This is an optimization exercise on Yosys and OpenROAD, whose aim is small area and a short achievable clock period, not a production implementation.
The RTL was checked by simulation tests, not by an equivalence proof against the original design.
No activity file was given, so power comes from the tool's default toggle rates.

v9:
## dccap_fa
module dccap_fa (
    input  wire        clk,
    input  wire        rst,          
    input  wire        tick,         
    input  wire        cmd_we,
    input  wire [31:0] cmd_wdata,
    input  wire [2:0]  rd_addr,
    output reg  [31:0] rd_data,
    output wire        busy,         
    output wire        bus_req,
    output wire        bus_rd,
    output wire [1:0]  bus_len,
    output wire [23:0] bus_wdata,
    input  wire        bus_ack,
    input  wire        bus_ok,
    input  wire [15:0] bus_rdata,
    output wire        out_a,
    output wire        out_b,
    output wire        out_pwm
);
    wire [3:0]  op = cmd_wdata[31:28];
    wire [3:0]  z  = cmd_wdata[27:24];
    wire [7:0]  a  = cmd_wdata[23:16];
    wire [15:0] d  = cmd_wdata[15:0];
    reg legal_fr, legal_act;
    always @(*) begin
        legal_fr  = 1'b0;
        legal_act = 1'b0;
        if (z == 4'd0) begin
            case (op)
                4'h1:             legal_fr  = 1'b1;
                4'h2, 4'h3:       legal_fr  = (d == 16'd0);
                4'h4, 4'h5, 4'h6: legal_fr  = (a == 8'd0) && (d == 16'd0);
                4'h8:             legal_act = (a == 8'd0);
                4'h9:             legal_act = 1'b1;
                default: ;
            endcase
        end
    end
    wire cmd_ill  = cmd_we && !legal_fr && !legal_act;
    wire cmd_fr   = cmd_we && legal_fr;
    wire set_duty = cmd_we && legal_act && (op == 4'h8);
    wire set_hz   = cmd_we && legal_act && (op == 4'h9);
  ...
For scale: roughly 2200 cells after synthesis, about 190 flip-flops, about 120 I/O pins, roughly 17000 sq um of cells after synthesis.
==> flow/config.mk <==
export PLATFORM = sky130hd
export DESIGN_NAME = dccap_fa
export DESIGN_NICKNAME = dccap_fa
export VERILOG_FILES = /design/flow/design.v
export SDC_FILE = /design/flow/constraint.sdc
export NUM_CORES = 4
export LEC_CHECK = 0
export ABC_AREA = 1
export CAP_MARGIN = 20
export CORE_MARGIN = 2
export CORE_UTILIZATION = 40
export CTS_BUF_LIST = sky130_fd_sc_hd__clkbuf_8
export CTS_CLUSTER_SIZE = 10
export SLEW_MARGIN = 20
==> flow/constraint.sdc <==
create_clock -name core_clock -period 125.0 [get_ports {clk}]
set_input_delay 25.0000 -clock core_clock [delete_from_list [all_inputs] [get_ports {clk}]]
set_output_delay 25.0000 -clock core_clock [all_outputs]
set_load 0.01 [all_outputs]
standard.sh (not shown) runs the stock make flow with config.mk's settings and CLKGATE_MAP_FILE= SYNTH_SCRIPT=/design/flow/synth_recipe.tcl, a recipe that flattens the netlist after the stock synthesis.
==> flow/flow/run.sh <==
#!/bin/bash
# The standard layout (the standard.sh: ORFS synthesis to final
# layout) with two changes: every port is buffered by a plain buffer
# cell instead of the default choice (a delay buffer), and the clock tree
# is built without dummy balancing loads.
set -euo pipefail
export BUFFER_PORTS_ARGS="-buffer_cell sky130_fd_sc_hd__buf_1"
export CTS_ARGS="-sink_clustering_enable -repair_clock_nets -buf_list sky130_fd_sc_hd__clkbuf_8 -dont_use_dummy_load"
export RECOVER_POWER=40
bash standard.sh finish > standard_flow.log 2>&1
[flow] v9 | stages: complete | final checks: fail | reason: max-capacitance violations, max-slew violations
What v34 does differently from v9 at the input level:
-- flow/flow/run.sh --
<<< v9, line 9
export RECOVER_POWER=40
>>> v34, line 9
Notes after the runs:
v34 vs. v9: area fraction of clock buffers and clock inverters saw little to no change; worst setup slack saw a decrease.
In v34, detailed-routing iteration count for the pre-antenna-repair pass is lower than in v9.
Compared with v9, in v34 fraction of the cycle the final worst path needs neither gained nor lost much, met2 wire length neither gained nor lost much.
v34 closes out successfully: all stages finished, all timing, DRC and antenna checks passed.
Relative to v34, the following input files were edited for v41:
-- flow/flow/run.sh --
<<< v34, line 9
>>> v41, line 9
export RECOVER_POWER=100
Every stage of v41 finished as expected; the final checks, on the other hand, flagged max-capacitance violations, max-slew violations, which means the layout fails.
Summary of v41 over v34: count of cell instances traversed by the critical path picked up an extra 125; sequential cell area fraction in the yosys report neither gained nor lost much.
~same part of the total power dissipated in the clock network in v34 and v41
Compared with v34, v41 shows a lower post-route cell area.
v41 against v34: post-synthesis to final-layout area growth shrank by 0.63 points, final worst setup slack now sits lower, power closely matched the old numbers, fraction of the cycle the final worst path needs moved up, wire length held steady.
Across both runs, total power density per cell area was higher for v41 than for v34.
v41 -> v34: horizontal extent of the die delta 0, exact match
For v28, these inputs were changed with respect to v41:
==> flow/flow/run.sh <==
#!/bin/bash
# The standard layout (the standard.sh: ORFS synthesis to final
# layout), with every port buffered by a plain buffer cell instead of
# the default choice, a delay buffer.
set -euo pipefail
export BUFFER_PORTS_ARGS="-buffer_cell sky130_fd_sc_hd__buf_2"
bash standard.sh finish > standard_flow.log 2>&1
-- flow/config.mk --
<<< v41, line 13
export CTS_CLUSTER_SIZE = 10
>>> v28, line 13
export CTS_CLUSTER_DIAMETER = 40
==> summary.txt <==
v28: PASS, flow complete, no timing, DRC or antenna violations. v28 vs. v41: post-route core utilization higher; power consumed by combinational cells higher; number of ordinary and repair buffers in the finished layout lower; max-slew violation count lower; global-route met3 utilization lower. Taking v41 as the reference point, the worst setup slack of v28 rises by 2.51 ns. Per the comparison of v28 with v41, count of placed standard cells in the final layout, fillers left out essentially unchanged, post-route fraction of the period consumed by the critical path decreased 2.0 points.

-- what the ideal ports hide --
How much do the figures lean on ideal ports? The routed layouts below were timed once more, with nothing changed but the port constraints.
Step 1 sets driving cells, clkbuf_16 on the clock port and buf_2 on the other inputs (assumed; they add their load-dependent delay and slew).
Step 2 moves the port delays by t, midway between the first and last clock arrival at a register: inputs arrive t later, outputs are due t later. That takes back most of the time a late clock gives input paths.
Three values: ideal, step 1, step 2; two values: the first two.
run | shift t [ns] | slack for setup (ns) | hold slack, ns | cell pins on the clock port's net
v9 | 0.516 | 72.413 / 72.363 / 72.363 | 0.463 / 0.463 / 0.463 | 1
v34 | 0.512 | 72.379 / 72.331 / 72.331 | 0.462 / 0.462 / 0.462 | 1
v41 | 0.512 | 69.801 / 69.756 / 70.268 | 0.461 / 0.461 / 0.461 | 1
v28 | 0.515 | 72.315 / 72.277 / 72.277 | 0.467 / 0.467 / 0.467 | 1
The setup slack of v9, which loses most, moves by -0.050 ns with the drivers and by -0.050 ns with both steps.
